This design comes from an exercise in tuning for small area, a short achievable clock period and few clock cycles on the open sky130 flow, not from production work.
The RTL was checked by simulation tests, not by an equivalence proof against the original design.
Power figures rest on the tool's default switching activity, not on a simulated workload.

## aptb_acf
module aptb_acf (
    input             clk,
    input             rst,           
    input             cmd_valid,
    output            cmd_ready,
    input      [31:0] cmd_word,      
    input      [31:0] cmd_data,      
    input      [31:0] cfg_fs,        
    input      [31:0] cfg_flo,       
    input      [31:0] cfg_fhi,       
    input      [15:0] cfg_tau,       
    output reg        rsp_valid,
    output reg [31:0] rsp_result,
    output reg [7:0]  rsp_err
);
clock: 15.0 ns
lec_check: 0
cap_margin: 20
core_margin: 2
core_utilization: 30
slew_margin: 20
run.sh (not shown) runs the stock make flow with config.mk's settings and CLKGATE_MAP_FILE= SYNTH_SCRIPT=/design/flow/synth_recipe.tcl, a recipe that flattens the netlist after the stock synthesis.
Testbench counts at the start, summed over its fixed seeds: cycles 42,630.
==> next run, changes <==
==> flow/flow/run.sh (new file) <==
#!/bin/bash
# The standard layout, with the port buffers made from plain buf_4 cells
# instead of the delay buffer the resizer picks by default.
set -euo pipefail
export BUFFER_PORTS_ARGS="-buffer_cell sky130_fd_sc_hd__buf_4"
bash standard.sh finish > standard_flow.log 2>&1
==> flow/standard.sh (new file) <==
#!/bin/bash
# synth_recipe.tcl (not shown) runs the flow's synth.tcl, then flattens the netlist and writes it again
# the make line also repeats each setting of config.mk as NAME=value (left out here)
make -C /OpenROAD-flow-scripts/flow DESIGN_CONFIG=/design/flow/config.mk WORK_HOME=/design/flow/orfs CLKGATE_MAP_FILE= SYNTH_SCRIPT=/design/flow/synth_recipe.tcl "${@:-finish}"
removed: flow/run.sh
Outcome:
- The changed run passed the timing, design-rule and antenna checks
- final area drops by 0.94%
- total power drops by 1.2%
- die area does not change
- sequential share of layout area rose by 0.42 points
- via count goes up by 0.40%
- setup slack improves by 0.13 ns
- area after synthesis stays the same
- first-iteration DRC count falls by 0.42%
- wire length drops by 1.0%


aptb_acf, a different RTL version from the one above (not shown whole).
For scale: ~1300 flip-flops, roughly 220 I/O pins, roughly 64000 um2 of cells after synthesis.
export LEC_CHECK = 0
export CAP_MARGIN = 20
export CORE_MARGIN = 2
export CORE_UTILIZATION = 65
export SLEW_MARGIN = 20
create_clock -name core_clock -period 15.0 [get_ports {clk}]
standard.sh (not shown) runs the stock make flow with config.mk's settings and CLKGATE_MAP_FILE= SYNTH_SCRIPT=/design/flow/synth_recipe.tcl, a recipe that flattens the netlist after the stock synthesis.
==> flow/flow/run.sh <==
#!/bin/bash
# The standard layout, with the port buffers made from plain buf_4 cells
# instead of the delay buffer the resizer picks by default.
set -euo pipefail
export BUFFER_PORTS_ARGS="-buffer_cell sky130_fd_sc_hd__buf_4"
bash standard.sh finish > standard_flow.log 2>&1
Testbench counts at the start, summed over its fixed seeds: cycles 43,262.
Rerun with:
Settings changed: CORE_UTILIZATION 65 to 30.
Power climbs by a few percent.
Worst setup slack hardly moves.
Hold slack loses 0.010 ns.
Fmax stays flat.
Via count came out lower slightly.
Final area grows by a few percent.
Register-to-register slack degrades by 0.09 ns.
Rerun with:
Settings changed: CORE_UTILIZATION 30 to 50.
What happened:
- utilization rose by 22 points
- die area fell by 40%
- global-route usage went up by 9.9 points
- wire length falls by 5.5%
- critical path depth shrinks by 10


aptb_acf, a different RTL version from the one above (not shown whole).
Size: roughly 5800 cells after synthesis, ~1300 flip-flops, ~220 I/O pins, roughly 0.065 mm² of cells after synthesis.
Design aptb_acf, start of the top module:
module aptb_acf (
    input             clk,
    input             rst,           
    input             cmd_valid,
    output            cmd_ready,
    input      [31:0] cmd_word,      
    input      [31:0] cmd_data,      
    input      [31:0] cfg_fs,        
    input      [31:0] cfg_flo,       
    input      [31:0] cfg_fhi,       
    input      [15:0] cfg_tau,       
    output reg        rsp_valid,
    output reg [31:0] rsp_result,
    output reg [7:0]  rsp_err
);
export LEC_CHECK = 0
export CAP_MARGIN = 20
export CORE_MARGIN = 2
export CORE_UTILIZATION = 30
export SLEW_MARGIN = 20
create_clock -name core_clock -period 15.0 [get_ports {clk}]
Scripts as last shown in full above: flow/flow/run.sh
Testbench counts at the start, summed over its fixed seeds: cycles 42,373.
Edit:
==> flow/run.sh (new file) <==
#!/bin/bash
# synth_recipe.tcl (not shown) runs the flow's synth.tcl, then flattens the netlist and writes it again
# the make line also repeats each setting of config.mk as NAME=value (left out here)
make -C /OpenROAD-flow-scripts/flow DESIGN_CONFIG=/design/flow/config.mk WORK_HOME=/design/flow/orfs CLKGATE_MAP_FILE= SYNTH_SCRIPT=/design/flow/synth_recipe.tcl finish
removed: flow/flow/run.sh
removed: flow/standard.sh
What happened: The new run produced a clean layout; worst setup slack got worse by 0.78 ns; non-clock buffer count went up by 7; final area went up by 0.63%; clock-buffer cell count went up by 14; via count went up by 0.87%.


aptb_acf with an RTL version that a note above also has.
For scale: about 5300 cells after synthesis, about 1300 flip-flops, about 220 I/O pins.
Settings: LEC_CHECK=0, CAP_MARGIN=20, CORE_MARGIN=2, CORE_UTILIZATION=30, CTS_BUF_LIST=sky130_fd_sc_hd__clkbuf_8, SLEW_MARGIN=20; clock period 15.0 ns.
==> flow/flow/run.sh <==
#!/bin/bash
# The standard layout, with the port buffers made from plain buf_4 cells
# instead of the delay buffer the resizer picks by default.
set -euo pipefail
export BUFFER_PORTS_ARGS="-buffer_cell sky130_fd_sc_hd__buf_4"
bash standard.sh finish > standard_flow.log 2>&1
The baseline finished with timing, DRC and antenna clean.
Testbench counts at the start, summed over its fixed seeds: cycles 43,262.
==> next run, changes <==
- CORE_UTILIZATION: 30 -> 75
- CTS_BUF_LIST: sky130_fd_sc_hd__clkbuf_8 -> unset
Outcome:
- The changed run completed without violations
- clock skew is about the same
- fmax fell by about 4%
- worst setup slack degrades by 0.19 ns


aptb_acf, a different RTL version from the one above (not shown whole).
Size in the first run: roughly 5200 cells after synthesis, about 1200 flip-flops, roughly 220 I/O pins, about 64000 um^2 of cells after synthesis.
==> flow/config.mk <==
export PLATFORM = sky130hd
export DESIGN_NAME = aptb_acf
export DESIGN_NICKNAME = aptb_acf
export VERILOG_FILES = /design/flow/design.v
export SDC_FILE = /design/flow/constraint.sdc
export NUM_CORES = 4
export LEC_CHECK = 0
export CAP_MARGIN = 20
export CORE_MARGIN = 2
export CORE_UTILIZATION = 30
export CTS_BUF_LIST = sky130_fd_sc_hd__clkbuf_8
export SLEW_MARGIN = 20
==> flow/constraint.sdc <==
create_clock -name core_clock -period 15.0 [get_ports {clk}]
set_input_delay 3.0000 -clock core_clock [delete_from_list [all_inputs] [get_ports {clk}]]
set_output_delay 3.0000 -clock core_clock [all_outputs]
set_load 0.01 [all_outputs]
Scripts as last shown in full above: flow/flow/run.sh
The starting point completed with no timing, DRC or antenna violations.
Testbench counts at the start, summed over its fixed seeds: cycles 43,210.
Then changed:
- CTS_BUF_LIST: sky130_fd_sc_hd__clkbuf_8 -> unset
Effect: Non-clock buffer count is lower by 1; combinational power stays flat; worst setup slack degrades by 0.0063 ns; cell count is lower by about 1.7%; routed wire length is lower by 0.54%; die area does not change.
Then changed:
- CTS_BUF_LIST: unset -> sky130_fd_sc_hd__clkbuf_8
- CTS_CLUSTER_SIZE: unset -> 30
Effect:
- worst setup slack gains 0.0063 ns
- global-route usage barely changes
- design area goes down by 0.54%
- worst hold slack loses 0.0063 ns
- die area is unchanged
- via count goes up by 0.88%
- routed wire length goes up by 0.54%
- non-clock buffer count goes up by 1
- area after synthesis does not change
- power goes down by 5.4%


the baseline:
Another version of the RTL of aptb_acf (not shown whole).
For scale: roughly 5200 cells after synthesis, ~1200 flip-flops, roughly 220 I/O pins.
export LEC_CHECK = 0
export CAP_MARGIN = 20
export CORE_MARGIN = 2
export CORE_UTILIZATION = 58
export SLEW_MARGIN = 20
create_clock -name core_clock -period 15.0 [get_ports {clk}]
Scripts as last shown in full above: flow/flow/run.sh
Testbench counts of the baseline, summed over its fixed seeds: cycles 43,262.
For the candidate, these inputs were changed with respect to the baseline:
Settings: CORE_UTILIZATION changed from 58 to 65.
Notes after the runs:
- Looking only at global-route usage over all layers, and setting everything else aside, the higher value of the baseline and the candidate goes to the candidate.
- Non-clock buffer count (the candidate vs. the baseline) decreases by a few percent
- The baseline → the candidate: number of fill cells in the layout now smaller; worst vdd rail ir drop now larger; sequential share of layout area now larger.


Another version of the RTL of aptb_acf (not shown whole).
Size: roughly 5,300 cells after synthesis, roughly 1,200 flip-flops, roughly 220 I/O pins, about 0.064 mm2 of cells after synthesis.
==> flow/config.mk <==
export PLATFORM = sky130hd
export DESIGN_NAME = aptb_acf
export DESIGN_NICKNAME = aptb_acf
export VERILOG_FILES = /design/flow/design.v
export SDC_FILE = /design/flow/constraint.sdc
export NUM_CORES = 4
export LEC_CHECK = 0
export CAP_MARGIN = 20
export CORE_MARGIN = 2
export CORE_UTILIZATION = 65
export SLEW_MARGIN = 20
==> flow/constraint.sdc <==
create_clock -name core_clock -period 15.0 [get_ports {clk}]
set_input_delay 3.0000 -clock core_clock [delete_from_list [all_inputs] [get_ports {clk}]]
set_output_delay 3.0000 -clock core_clock [all_outputs]
set_load 0.01 [all_outputs]
Scripts as last shown in full above: flow/flow/run.sh
Testbench counts at the start, summed over its fixed seeds: cycles 43,262.
Next try:
- CORE_UTILIZATION: 65 -> 58
Via count fell by 0.61%.
Wire length climbs by 2.4%.
Total power decreases by 0.46%.
Cell area stays flat.
Worst hold slack gets worse by 0.0073 ns.
Worst setup slack gets better by 0.033 ns.
Die area rises by 12%.
Global-route usage decreases by 2.9 points.
Area after synthesis is unchanged.
Critical path depth shrinks by 3.


aptb_acf, a different RTL version from the one above (not shown whole).
Size: roughly 5,300 cells after synthesis, roughly 1,200 flip-flops, roughly 220 I/O pins.
==> flow/config.mk <==
export PLATFORM = sky130hd
export DESIGN_NAME = aptb_acf
export DESIGN_NICKNAME = aptb_acf
export VERILOG_FILES = /design/flow/design.v
export SDC_FILE = /design/flow/constraint.sdc
export NUM_CORES = 4
export LEC_CHECK = 0
export CAP_MARGIN = 20
export CORE_MARGIN = 2
export CORE_UTILIZATION = 65
export SLEW_MARGIN = 20
==> flow/constraint.sdc <==
create_clock -name core_clock -period 15.0 [get_ports {clk}]
set_input_delay 3.0000 -clock core_clock [delete_from_list [all_inputs] [get_ports {clk}]]
set_output_delay 3.0000 -clock core_clock [all_outputs]
set_load 0.01 [all_outputs]
Scripts as last shown in full above: flow/flow/run.sh
The first run ran to the end with no violations.
Testbench counts at the start, summed over its fixed seeds: cycles 43,075.
Next try:
Settings changed: CORE_UTILIZATION 65 to 58.
The changed run finished with timing, DRC and antenna clean.
Worst hold slack is worse by 0.011 ns.
Final cell count went up by about 3%.
Core utilization went down by 7.0 points.
Wire length went up by 1.6%.
Design area went up by about 0.6%.
Combinational power hardly moves.
Clock-buffer cell count went up by 18.


Another version of the RTL of aptb_acf (not shown whole).
For scale: roughly 5300 cells after synthesis, about 220 I/O pins, ~64000 um^2 of cells after synthesis.
clock: 15.0 ns
lec_check: 0
cap_margin: 20
core_margin: 2
core_utilization: 65
slew_margin: 20
Scripts as last shown in full above: flow/flow/run.sh
The baseline aborted during detailed routing with DRT-0206.
Testbench counts at the start, summed over its fixed seeds: cycles 43,075.
Change:
- CORE_UTILIZATION: 65 -> 58
What happened:
- Now the flow went through all stages and came out clean
- synthesized area is unchanged
- synthesized cell count is unchanged
- global-route usage went down by 3.0 points

[re-timing with driven ports]
Ports are ideal in the flow. The routed layouts listed here were re-timed in OpenROAD.
Step 1 sets driving cells, clkbuf_16 on the clock port and buf_2 on the other inputs (assumed; they add their load-dependent delay and slew).
Step 2, shift: input delay + t, output delay - t, t = (earliest + latest rising clock arrival at the registers) / 2. This alone moves slack from input paths to output paths.
a / b / c = ideal ports / drivers / drivers and shift; a / b = the first two.
run	shift t [ns]	setup WS [ns]	worst setup path at the end
the first run of note 1	0.865	10.126 / 10.040 / 9.435	input to register
the second run of note 1	0.866	10.254 / 10.254 / 10.145	input to register
the first run of note 2	0.825	10.670 / 10.594 / 10.270	input to register
the second run of note 2	0.855	10.670 / 10.590 / 9.963	input to register
the third run of note 2	0.839	10.603 / 10.531 / 10.241	input to register
the first run of note 3	0.870	10.026 / 10.026 / 10.026	register to register
the second run of note 3	0.885	9.242 / 9.242 / 9.242	register to register
the first run of note 4	1.034	10.507 / 10.434 / 9.962	input to register
the second run of note 4	0.816	10.316 / 10.316 / 10.184	input to register
the first run of note 5	1.000	10.487 / 10.410 / 9.739	input to register
the second run of note 5	0.848	10.481 / 10.481 / 9.823	input to register
the third run of note 5	1.000	10.487 / 10.410 / 9.739	input to register
the baseline	0.827	10.730 / 10.652 / 10.284	input to register
the candidate	0.827	10.738 / 10.662 / 10.202	input to register
the first run of note 7	0.816	10.611 / 10.611 / 9.906	input to register
the second run of note 7	0.811	10.643 / 10.607 / 9.883	input to register
the first run of note 8	0.798	10.440 / 10.440 / 9.992	input to register
the second run of note 8	0.816	10.282 / 10.282 / 9.969	input to register
the second run of note 9	0.819	10.713 / 10.642 / 9.991	input to register
After both steps setup and hold are still met in every run listed. The setup slack of the second run of note 7, which loses most, moves by -0.036 ns with the drivers and by -0.760 ns with both steps.
